Context: an optimization exercise on an open-source flow, tuned for small area, a short achievable clock period and few clock cycles. The choices shown serve that exercise and are no tape-out recipe. In this exercise RTL edits were held to simulation tests only and were not proved equivalent to the original. Power and IR drop assume default switching activity.

purple:
Design ofdmtx_enc, start of the top module:
module ofdmtx_enc (
    input  wire        clk,
    input  wire        rst,
    input  wire        start_valid,
    output wire        start_ready,
    input  wire [7:0]  cfg_rb,      
    input  wire [11:0] cfg_len,     
    input  wire [6:0]  cfg_seed,    
    input  wire        in_valid,
    output wire        in_ready,
    input  wire [7:0]  in_data,
    output wire        out_valid,
    input  wire        out_ready,
    output wire [5:0]  out_data,
    output wire        out_last,
    output wire        out_err
);
Size: ~1400 cells after synthesis, about 260 flip-flops, ~51 I/O pins, about 15000 µm² of cells after synthesis.
export LEC_CHECK = 0
export CAP_MARGIN = 20
export CORE_MARGIN = 2
export CORE_UTILIZATION = 40
export CTS_CLUSTER_DIAMETER = 70
export CTS_CLUSTER_SIZE = 35
export SLEW_MARGIN = 20
create_clock -name core_clock -period 20.0 [get_ports {clk}]
standard.sh (not shown) runs the stock make flow with config.mk's settings and CLKGATE_MAP_FILE= SYNTH_SCRIPT=/design/flow/synth_recipe.tcl, a recipe that flattens the netlist after the stock synthesis.
==> flow/flow/run.sh <==
#!/bin/bash
# The standard layout (the standard.sh: standard synthesis, then ORFS to
# finish), with these changes to how it is made:
#  - ORFS's own setup repair is asked to leave a slack margin, so that its
#    sizing passes also shorten the paths that already meet the 20 ns clock;
#  - the port buffers that buffer_ports inserts on every input and output are
#    plain buf_1 cells rather than the default pick (a delay buffer);
#  - clock tree synthesis uses the clustering of config.mk and inserts no
#    dummy balancing loads (the same arguments ORFS builds, plus
#    -dont_use_dummy_load).
# The clock, the constraints and every other step are the standard ones.
set -euo pipefail
bash standard.sh SETUP_SLACK_MARGIN=15.0 \
    "BUFFER_PORTS_ARGS=-buffer_cell sky130_fd_sc_hd__buf_1" \
    "CTS_ARGS=-sink_clustering_enable -repair_clock_nets -sink_clustering_size 35 -sink_clustering_max_diameter 70 -dont_use_dummy_load" \
    finish > standard_finish.log 2>&1
Testbench counts of purple, summed over its fixed seeds: cycles 75,348.
Modified inputs, green compared to purple
--- a/flow/design.v
+++ b/flow/design.v
@@ -27,17 +27,16 @@
     localparam [1:0] F_IDLE = 2'd0, F_DEC = 2'd1, F_FILL = 2'd2, F_ERR = 2'd3;
     reg [1:0]   fstate;
     reg [7:0]   f_rb;
     reg [11:0]  f_rem;       
     reg [6:0]   scr;         
     reg         f_tdone;     
     reg         f_first;     
     reg [4:0]   f_row;       
-    reg [5:0]   hist;        
     reg         full;        
     reg         full_last;   
     reg         full_err;    
     reg         ch_q;        
     reg         sr_q;        
     reg         ir_q;        
     reg         bv;          
     reg [7:0]   bd;
@@ -183,16 +182,18 @@
     wire       chase_n   = rdy_n || (c15_n && (r_q_n >= 5'd2 + {4'd0, s2_n}));
     wire       k_v_n     = o_v && !out_ready && (k_v || produce);
     wire       mv_n      = rdy_n || !k_v_n;
     wire       ir0       = (fstate_n == F_FILL) && !full_n && chase_n && mv_n && pay0;    
     wire [4:0] row1      = f_row + 5'd1;
     wire       pay1      = !(f_first && row1[4:1] == 4'd0) && (row_pay ? !rem1 : !rem0);
     wire       ir1       = !row_lastc && chase_n && mv_n && pay1;
     wire       bv_n      = (bv && !pop) || (in_valid && ir_q);
+    wire [5:0] hist = r_g[3] ? R[137 +: 6] : r_g[2] ? R[89 +: 6] : r_g[1] ? R[65 +: 6] :
+                      r_g[0] ? R[41 +: 6] : R[17 +: 6];
     always @(posedge clk)
         if (shift || (wr && f_row == 5'd0))
             R[5:0] <= shift ? R[6:1] : (f_first ? 6'd0 : hist);
     genvar gr;
     generate
         for (gr = 0; gr < 18; gr = gr + 1) begin : g_row
             wire [8:0] up = (gr == 17) ? {1'b0, R[6+8*gr +: 8]} : R[6+8*gr +: 9];
             always @(posedge clk)
@@ -256,17 +257,16 @@
         end
         if (wr) begin
             scr <= scr8;
             if (row_pay) f_rem <= f_rem - 12'd1;
             if (row_tail) f_tdone <= 1'b1;
             if (row_lastc) begin
                 f_row     <= 5'd0;
                 f_first   <= 1'b0;
-                hist      <= wbyte[7:2];
                 full_last <= f_tdone || row_tail;
             end else begin
                 f_row <= f_row + 5'd1;
             end
         end
         if (pickup) begin
             r_err  <= full_err;
             r_last <= full_last;
==> notes.md <==
- Compared with purple, green shows a lower worst hold slack.
- green reports a lower simple-gate portion of the synthesized area than purple does.
- Layout clock buffer count: lower on purple
- Compare purple and green | synthesized area lower: green
- On green: number of distinct standard cells referenced by the synthesized netlist is 13 lower than what purple gave.
- Diff purple and green: placed cell area lower in green
- [compare] base=purple new=green: count of cell instances traversed by the critical path stayed essentially flat; multi-input combinational cell count roughly the same; wire length has increased; minimum setup slack in the final design picked up an extra 0.017 ns.
- The higher total power after layout came out of purple.
Testbench counts of green, summed over its fixed seeds: cycles 75,348.

---

The RTL this note starts from:
==> flow/design.v <==
module ofdmtx_enc (
    input  wire        clk,
    input  wire        rst,
    input  wire        start_valid,
    output wire        start_ready,
    input  wire [7:0]  cfg_rb,      
    input  wire [11:0] cfg_len,     
    input  wire [6:0]  cfg_seed,    
    input  wire        in_valid,
    output wire        in_ready,
    input  wire [7:0]  in_data,
    output wire        out_valid,
    input  wire        out_ready,
    output wire [5:0]  out_data,
    output wire        out_last,
    output wire        out_err
);
    function [2:0] cost;
        input [1:0] code;
        case (code)
            2'd0: cost = 3'd1;
            2'd1: cost = 3'd2;
            2'd2: cost = 3'd4;
            default: cost = 3'd6;
        endcase
    endfunction
    localparam [1:0] F_IDLE = 2'd0, F_DEC = 2'd1, F_FILL = 2'd2, F_ERR = 2'd3;
    reg [1:0]   fstate;
    reg [7:0]   f_rb;
    reg [11:0]  f_rem;       
    reg [6:0]   scr;         
    reg         f_tdone;     
    reg         f_first;     
    reg [4:0]   f_row;       
    reg [5:0]   hist;        
    reg         full;        
    reg         full_last;   
    reg         full_err;    
    reg         ch_q;        
    reg         sr_q;        
    reg         ir_q;        
    reg         bv;          
    reg [7:0]   bd;
    reg [149:0] R;
    reg         r_act, r_err, r_last;
    reg [3:0]   f_g;         
    reg [3:0]   r_g;         
    reg [3:0]   r_c;         
    reg [4:0]   r_q;         
    reg [1:0]   r_blk;
    reg [3:0]   r_sc;
    reg [2:0]   r_d;         
    reg         r_sh;        
    reg         o_v, o_last, o_err;
    reg [5:0]   o_d;
    reg         k_v, k_last, k_err;
    reg [5:0]   k_d;
    assign start_ready = sr_q;
    assign in_ready    = ir_q;
    assign out_valid   = o_v;
    assign out_data    = o_d;
    assign out_last    = o_last;
    assign out_err     = o_err;
    reg [7:0] scr_bits;
    reg [6:0] scr8;
    integer k;
    always @* begin
        scr8 = scr;
        for (k = 0; k < 8; k = k + 1) begin
            scr_bits[k] = scr8[6] ^ scr8[3];
            scr8 = {scr8[5:0], scr8[6] ^ scr8[3]};
        end
    end
    wire rem0     = (f_rem == 12'd0);
    wire rem1     = (f_rem == 12'd1);
    wire row_svc  = f_first && (f_row[4:1] == 4'd0);
    wire row_pay  = !row_svc && !rem0;
    wire row_tail = !row_svc && rem0 && !f_tdone;
    wire [7:0] wbyte = row_pay  ? (scr_bits ^ bd) :
                       row_tail ? {scr_bits[7:6], 6'd0} : scr_bits;
    wire [4:0] f_ncm1 = f_g[3] ? 5'd17 : f_g[2] ? 5'd11 : f_g[1] ? 5'd8 : f_g[0] ? 5'd5 : 5'd2;
    wire row_lastc = (f_row == f_ncm1);
    wire f_s2 = f_g[2], f_s3 = f_g[3];      
    wire filling = (fstate == F_FILL) && !full && ch_q && (!r_act || r_err || !k_v);
    wire wr      = filling && (!row_pay || bv);
    wire pop     = filling && row_pay && bv;
    wire [4:0] g_total = {2'b00, cost(f_rb[1:0])} + {2'b00, cost(f_rb[3:2])}
                       + {2'b00, cost(f_rb[5:4])} + {2'b00, cost(f_rb[7:6])};
    wire g_ok = (g_total == 5'd4) || (g_total == 5'd8) || (g_total == 5'd12) ||
                (g_total == 5'd16) || (g_total == 5'd24);
    reg [17:0] V;
    reg [5:0]  N;
    integer r;
    always @* begin
        for (r = 0; r < 18; r = r + 1)
            V[r] = R[8*r+6] ^ R[8*r+4] ^ R[8*r+3] ^ R[8*r] ^
                   (r_c[0] ? R[8*r+5] : R[8*r+1]);
        for (r = 0; r < 6; r = r + 1)
            N[r] = r_c[0] ? (R[8*r+7] ^ R[8*r+5] ^ R[8*r+4] ^ R[8*r+2] ^ R[8*r+1])
                          : (R[8*r+6] ^ R[8*r+5] ^ R[8*r+4] ^ R[8*r+3] ^ R[8*r]);
    end
    wire [4:0] r_ncol = r_g[3] ? 5'd18 : r_g[2] ? 5'd12 : r_g[1] ? 5'd9 : r_g[0] ? 5'd6 : 5'd3;
    reg [1:0] r_cm3, ncm3;    
    always @* begin
        case (r_c)
            4'd0, 4'd3, 4'd6, 4'd9, 4'd12, 4'd15: begin r_cm3 = 2'd0; ncm3 = 2'd1; end
            4'd1, 4'd4, 4'd7, 4'd10, 4'd13:       begin r_cm3 = 2'd1; ncm3 = 2'd2; end
            default:                              begin r_cm3 = 2'd2; ncm3 = 2'd0; end
        endcase
    end
    reg [23:0] U;
    always @* begin
        U = {6'd0, V};
        if (r_g[0]) U[11:6]  = N;
        if (r_g[1]) U[14:9]  = N;
        if (r_g[2]) U[17:12] = N;
        if (r_g[3]) U[23:18] = N;
    end
    function [5:0] perm6;
        input [5:0] x;
        input s2, s3, odd;
        input [1:0] m3;
        begin
            perm6 = x;
            if (s2 && odd) perm6 = {x[4], x[5], x[2], x[3], x[0], x[1]};
            if (s3) case (m3)
                2'd1: perm6 = {x[3], x[5], x[4], x[0], x[2], x[1]};
                2'd2: perm6 = {x[4], x[3], x[5], x[1], x[0], x[2]};
                default: ;
            endcase
        end
    endfunction
    wire [1:0] qg = (r_q >= 5'd12) ? 2'd2 : (r_q >= 5'd6) ? 2'd1 : 2'd0;
    wire [4:0] q6 = r_q - {1'b0, qg, 2'b00} - {2'b00, qg, 1'b0};
    wire [2:0] qm = q6[2:0];
    wire [5:0] lo = U[6*qg +: 6];
    wire [5:0] hi = U[6*qg + 6 +: 6];
    wire hi_next = (r_g[2] && qg == 2'd1) || (r_g[3] && qg == 2'd2);
    wire [5:0] lop = perm6(lo, r_g[2], r_g[3], r_c[0], r_cm3);
    wire [5:0] hip = perm6(hi, r_g[2], r_g[3], hi_next ? !r_c[0] : r_c[0], hi_next ? ncm3 : r_cm3);
    wire [11:0] W  = {hip, lop} >> qm;
    wire [5:0] beat_d = W[5:0] & {{2{r_d[2] & r_d[1]}}, {2{r_d[2]}}, !r_d[0], 1'b1};
    wire sym_end   = (r_blk == 2'd3) && (r_sc == 4'd11);
    wire beat_last = r_err || (r_last && sym_end);
    wire produce   = r_act && !k_v;
    wire done      = produce && (r_err || sym_end);
    wire pickup    = full && (!r_act || done);
    wire shift     = produce && r_sh;
    wire [4:0] qd      = r_q + {2'b00, r_d};
    wire       xcol    = (qd >= r_ncol);
    wire [4:0] q_adv   = xcol ? qd - r_ncol : qd;
    wire [3:0] c_adv   = xcol ? r_c + 4'd1 : r_c;
    wire [1:0] blk_n1  = r_blk + 2'd1;
    wire [2:0] d_adv   = (r_sc == 4'd11) ? cost(f_rb[2*blk_n1 +: 2]) : r_d;
    wire [4:0] qd_adv  = q_adv + {2'b00, d_adv};
    wire       sh_adv  = (qd_adv >= r_ncol) && c_adv[0] && (c_adv != 4'd15);
    wire       r_act_n = pickup || (r_act && !done);
    wire [4:0] r_q_n   = pickup ? 5'd0 : (produce && !r_err) ? q_adv : r_q;
    wire [3:0] r_c_n   = pickup ? 4'd0 : (produce && !r_err) ? c_adv : r_c;
    reg [1:0] fstate_n;
    reg       full_n;
    always @* begin
        fstate_n = fstate;
        full_n   = full;
        case (fstate)
            F_IDLE: if (start_valid && sr_q) fstate_n = F_DEC;
            F_DEC:  fstate_n = g_ok ? F_FILL : F_ERR;
            F_FILL: if (wr && row_lastc) begin
                full_n = 1'b1;
                if (f_tdone || row_tail) fstate_n = F_IDLE;
            end
            default: if (!full) begin
                full_n   = 1'b1;
                fstate_n = F_IDLE;
            end
        endcase
        if (pickup) full_n = 1'b0;
    end
    wire       dec       = (fstate == F_DEC);
    wire       s2_n      = pickup ? f_s2 : r_g[2];
    wire       rdy_n     = !r_act_n || (pickup ? full_err : r_err);
    wire       c15_n     = (r_c_n == 4'd15);
    wire [4:0] row0      = dec ? 5'd0 : f_row;
    wire       first0    = dec || f_first;
    wire       pay0      = !(first0 && row0[4:1] == 4'd0) && !dec && !rem0;
    wire       chase_n   = rdy_n || (c15_n && (r_q_n >= 5'd2 + {4'd0, s2_n}));
    wire       k_v_n     = o_v && !out_ready && (k_v || produce);
    wire       mv_n      = rdy_n || !k_v_n;
    wire       ir0       = (fstate_n == F_FILL) && !full_n && chase_n && mv_n && pay0;    
    wire [4:0] row1      = f_row + 5'd1;
    wire       pay1      = !(f_first && row1[4:1] == 4'd0) && (row_pay ? !rem1 : !rem0);
    wire       ir1       = !row_lastc && chase_n && mv_n && pay1;
    wire       bv_n      = (bv && !pop) || (in_valid && ir_q);
    always @(posedge clk)
        if (shift || (wr && f_row == 5'd0))
            R[5:0] <= shift ? R[6:1] : (f_first ? 6'd0 : hist);
    genvar gr;
    generate
        for (gr = 0; gr < 18; gr = gr + 1) begin : g_row
            wire [8:0] up = (gr == 17) ? {1'b0, R[6+8*gr +: 8]} : R[6+8*gr +: 9];
            always @(posedge clk)
                if (shift || (wr && f_row == gr))
                    R[6+8*gr +: 8] <= shift ? up[8:1] : wbyte;
        end
    endgenerate
    always @(posedge clk) begin
        if (rst) begin
            fstate <= F_IDLE;
            full   <= 1'b0;
            sr_q   <= 1'b1;
            ir_q   <= 1'b1;
            bv     <= 1'b0;
            ch_q   <= 1'b0;
            r_act  <= 1'b0;
            o_v    <= 1'b0;
            k_v    <= 1'b0;
        end else begin
            fstate <= fstate_n;
            full   <= full_n;
            sr_q   <= (fstate_n == F_IDLE) && !full_n && (rdy_n || c15_n);
            ch_q   <= chase_n;
            bv     <= bv_n;
            ir_q   <= !bv_n || (wr ? ir1 : ir0);
            r_act  <= r_act_n;
            if (!o_v || out_ready) begin
                if (k_v) begin
                    o_v <= 1'b1;
                    k_v <= 1'b0;
                end else begin
                    o_v <= produce;
                end
            end else if (produce) begin
                k_v <= 1'b1;
            end
        end
        if (!o_v || out_ready) begin
            if (k_v) begin
                o_d <= k_d; o_last <= k_last; o_err <= k_err;
            end else begin
                o_d <= beat_d & {6{!r_err}}; o_last <= beat_last; o_err <= r_err;
            end
        end
        if (produce) begin
            k_d <= beat_d & {6{!r_err}}; k_last <= beat_last; k_err <= r_err;
        end
        if (!bv || pop) bd <= in_data;
        if (fstate == F_IDLE && !full && (!r_act || r_err || r_c == 4'd15)) begin    
            f_rb  <= cfg_rb;
            f_rem <= cfg_len;
            scr   <= cfg_seed;
        end
        if (fstate == F_DEC) begin
            f_g       <= {g_total == 5'd24, g_total == 5'd16, g_total == 5'd12, g_total == 5'd8};
            f_tdone   <= 1'b0;
            f_first   <= 1'b1;
            f_row     <= 5'd0;
            full_err  <= !g_ok;
            full_last <= 1'b1;
        end
        if (wr) begin
            scr <= scr8;
            if (row_pay) f_rem <= f_rem - 12'd1;
            if (row_tail) f_tdone <= 1'b1;
            if (row_lastc) begin
                f_row     <= 5'd0;
                f_first   <= 1'b0;
                hist      <= wbyte[7:2];
                full_last <= f_tdone || row_tail;
            end else begin
                f_row <= f_row + 5'd1;
            end
        end
        if (pickup) begin
            r_err  <= full_err;
            r_last <= full_last;
            r_g    <= f_g;
            r_blk  <= 2'd0;
            r_sc   <= 4'd0;
            r_d    <= cost(f_rb[1:0]);
            r_sh   <= 1'b0;
        end else if (produce && !r_err) begin
            r_d  <= d_adv;
            r_sh <= sh_adv;
            if (r_sc == 4'd11) begin
                r_sc  <= 4'd0;
                r_blk <= blk_n1;
            end else begin
                r_sc <= r_sc + 4'd1;
            end
        end
        r_q <= r_q_n;
        r_c <= r_c_n;
    end
endmodule
==> flow/config.mk <==
export PLATFORM = sky130hd
export DESIGN_NAME = ofdmtx_enc
export DESIGN_NICKNAME = ofdmtx_enc
export VERILOG_FILES = /design/flow/design.v
export SDC_FILE = /design/flow/constraint.sdc
export NUM_CORES = 4
export LEC_CHECK = 0
export CAP_MARGIN = 20
export CORE_MARGIN = 2
export CORE_UTILIZATION = 40
export SLEW_MARGIN = 20
==> flow/constraint.sdc <==
create_clock -name core_clock -period 20.0 [get_ports {clk}]
set_input_delay 4.0000 -clock core_clock [delete_from_list [all_inputs] [get_ports {clk}]]
set_output_delay 4.0000 -clock core_clock [all_outputs]
set_load 0.01 [all_outputs]
run.sh (not shown) runs the stock make flow with config.mk's settings and CLKGATE_MAP_FILE= SYNTH_SCRIPT=/design/flow/synth_recipe.tcl, a recipe that flattens the netlist after the stock synthesis.
Stock flow here: none of the scripts above is used.
The baseline finished clean.
Testbench counts at the start, summed over its fixed seeds: cycles 75,348.
==> next run, changes <==
--- a/flow/design.v
+++ b/flow/design.v
@@ -32,6 +32,7 @@
     reg         f_tdone;     
     reg         f_first;     
     reg [4:0]   f_row;       
+    reg [3:0]   f_g;         
     reg [5:0]   hist;        
     reg         full;        
     reg         full_last;   
@@ -43,9 +44,9 @@
     reg [7:0]   bd;
     reg [149:0] R;
     reg         r_act, r_err, r_last;
-    reg [3:0]   f_g;         
     reg [3:0]   r_g;         
     reg [3:0]   r_c;         
+    reg [1:0]   r_cm3;       
     reg [4:0]   r_q;         
     reg [1:0]   r_blk;
     reg [3:0]   r_sc;
@@ -81,7 +82,7 @@
     wire [4:0] f_ncm1 = f_g[3] ? 5'd17 : f_g[2] ? 5'd11 : f_g[1] ? 5'd8 : f_g[0] ? 5'd5 : 5'd2;
     wire row_lastc = (f_row == f_ncm1);
     wire f_s2 = f_g[2], f_s3 = f_g[3];      
-    wire filling = (fstate == F_FILL) && !full && ch_q && (!r_act || r_err || !k_v);
+    wire filling = (fstate == F_FILL) && !full && ch_q;
     wire wr      = filling && (!row_pay || bv);
     wire pop     = filling && row_pay && bv;
     wire [4:0] g_total = {2'b00, cost(f_rb[1:0])} + {2'b00, cost(f_rb[3:2])}
@@ -100,14 +101,7 @@
                           : (R[8*r+6] ^ R[8*r+5] ^ R[8*r+4] ^ R[8*r+3] ^ R[8*r]);
     end
     wire [4:0] r_ncol = r_g[3] ? 5'd18 : r_g[2] ? 5'd12 : r_g[1] ? 5'd9 : r_g[0] ? 5'd6 : 5'd3;
-    reg [1:0] r_cm3, ncm3;    
-    always @* begin
-        case (r_c)
-            4'd0, 4'd3, 4'd6, 4'd9, 4'd12, 4'd15: begin r_cm3 = 2'd0; ncm3 = 2'd1; end
-            4'd1, 4'd4, 4'd7, 4'd10, 4'd13:       begin r_cm3 = 2'd1; ncm3 = 2'd2; end
-            default:                              begin r_cm3 = 2'd2; ncm3 = 2'd0; end
-        endcase
-    end
+    wire [1:0] ncm3 = (r_cm3 == 2'd2) ? 2'd0 : r_cm3 + 2'd1;
     reg [23:0] U;
     always @* begin
         U = {6'd0, V};
@@ -183,13 +177,13 @@
     wire [4:0] row0      = dec ? 5'd0 : f_row;
     wire       first0    = dec || f_first;
     wire       pay0      = !(first0 && row0[4:1] == 4'd0) && !dec && !rem0;
-    wire       chase_n   = rdy_n || (c15_n && (r_q_n >= 5'd2 + {4'd0, s2_n}));
-    wire       k_v_n     = o_v && !out_ready && (k_v || produce);
-    wire       mv_n      = rdy_n || !k_v_n;
-    wire       ir0       = (fstate_n == F_FILL) && !full_n && chase_n && mv_n && pay0;    
+    wire       ch0       = rdy_n || (c15_n && ({1'b0, r_q_n} >= {1'b0, row0} + 6'd2 + {5'd0, s2_n}));
+    wire       ir0       = (fstate_n == F_FILL) && !full_n && ch0 && pay0;    
     wire [4:0] row1      = f_row + 5'd1;
     wire       pay1      = !(f_first && row1[4:1] == 4'd0) && (row_pay ? !rem1 : !rem0);
-    wire       ir1       = !row_lastc && chase_n && mv_n && pay1;
+    wire       ch1       = rdy_n || (c15_n && ({1'b0, r_q_n} >= {1'b0, row1} + 6'd2 + {5'd0, s2_n}));
+    wire       ir1       = !row_lastc && ch1 && pay1;
+    wire       chase_n   = wr ? ch1 : ch0;
     wire       bv_n      = (bv && !pop) || (in_valid && ir_q);
     always @(posedge clk)
         if (shift || (wr && f_row == 5'd0))
@@ -274,6 +268,7 @@
             r_err  <= full_err;
             r_last <= full_last;
             r_g    <= f_g;
+            r_cm3  <= 2'd0;
             r_blk  <= 2'd0;
             r_sc   <= 4'd0;
             r_d    <= cost(f_rb[1:0]);
@@ -281,6 +276,8 @@
         end else if (produce && !r_err) begin
             r_d  <= d_adv;
             r_sh <= sh_adv;
+            if (xcol)
+                r_cm3 <= ncm3;
             if (r_sc == 4'd11) begin
                 r_sc  <= 4'd0;
                 r_blk <= blk_n1;
Effect: Wire length rises by 4.6%. Setup slack improved by 0.029 ns. Clock skew is higher by 0.0077 ns. Combinational power is about the same. Cell area grows by about 3%. Utilization grows by 0.12 points. Synthesized area rose by 2.7%. First-iteration DRC count increases by 23%.
Testbench counts after the change, summed over its fixed seeds: cycles 75,348.

## afterwards: timing with drivers on the ports
How much do the figures lean on ideal ports? The routed layouts below were timed once more, with nothing changed but the port constraints.
Step 1 (the two cells are an assumption about what drives the block):
set clk [get_ports {clk}]
set_driving_cell -lib_cell sky130_fd_sc_hd__clkbuf_16 $clk
set_driving_cell -lib_cell sky130_fd_sc_hd__buf_2 [delete_from_list [all_inputs] $clk]
Step 2 moves the port delays by t, midway between the first and last clock arrival at a register: inputs arrive t later, outputs are due t later. That takes back most of the time a late clock gives input paths.
Three values: ideal ports, drivers, drivers and shift; two values: the first two.
run	t, ns	setup WS [ns]	pins driven straight from the clock port
purple	0.543	14.991 / 14.940 / 14.884	1
green	0.551	15.008 / 14.955 / 14.787	1
the first run of note 2	0.609	14.506 / 14.453 / 14.087	1
the second run of note 2	0.613	14.535 / 14.483 / 14.571	1
After both steps setup and hold are still met in every run listed. The setup slack of the first run of note 2, which loses most, moves by -0.053 ns with the drivers and by -0.419 ns with both steps.
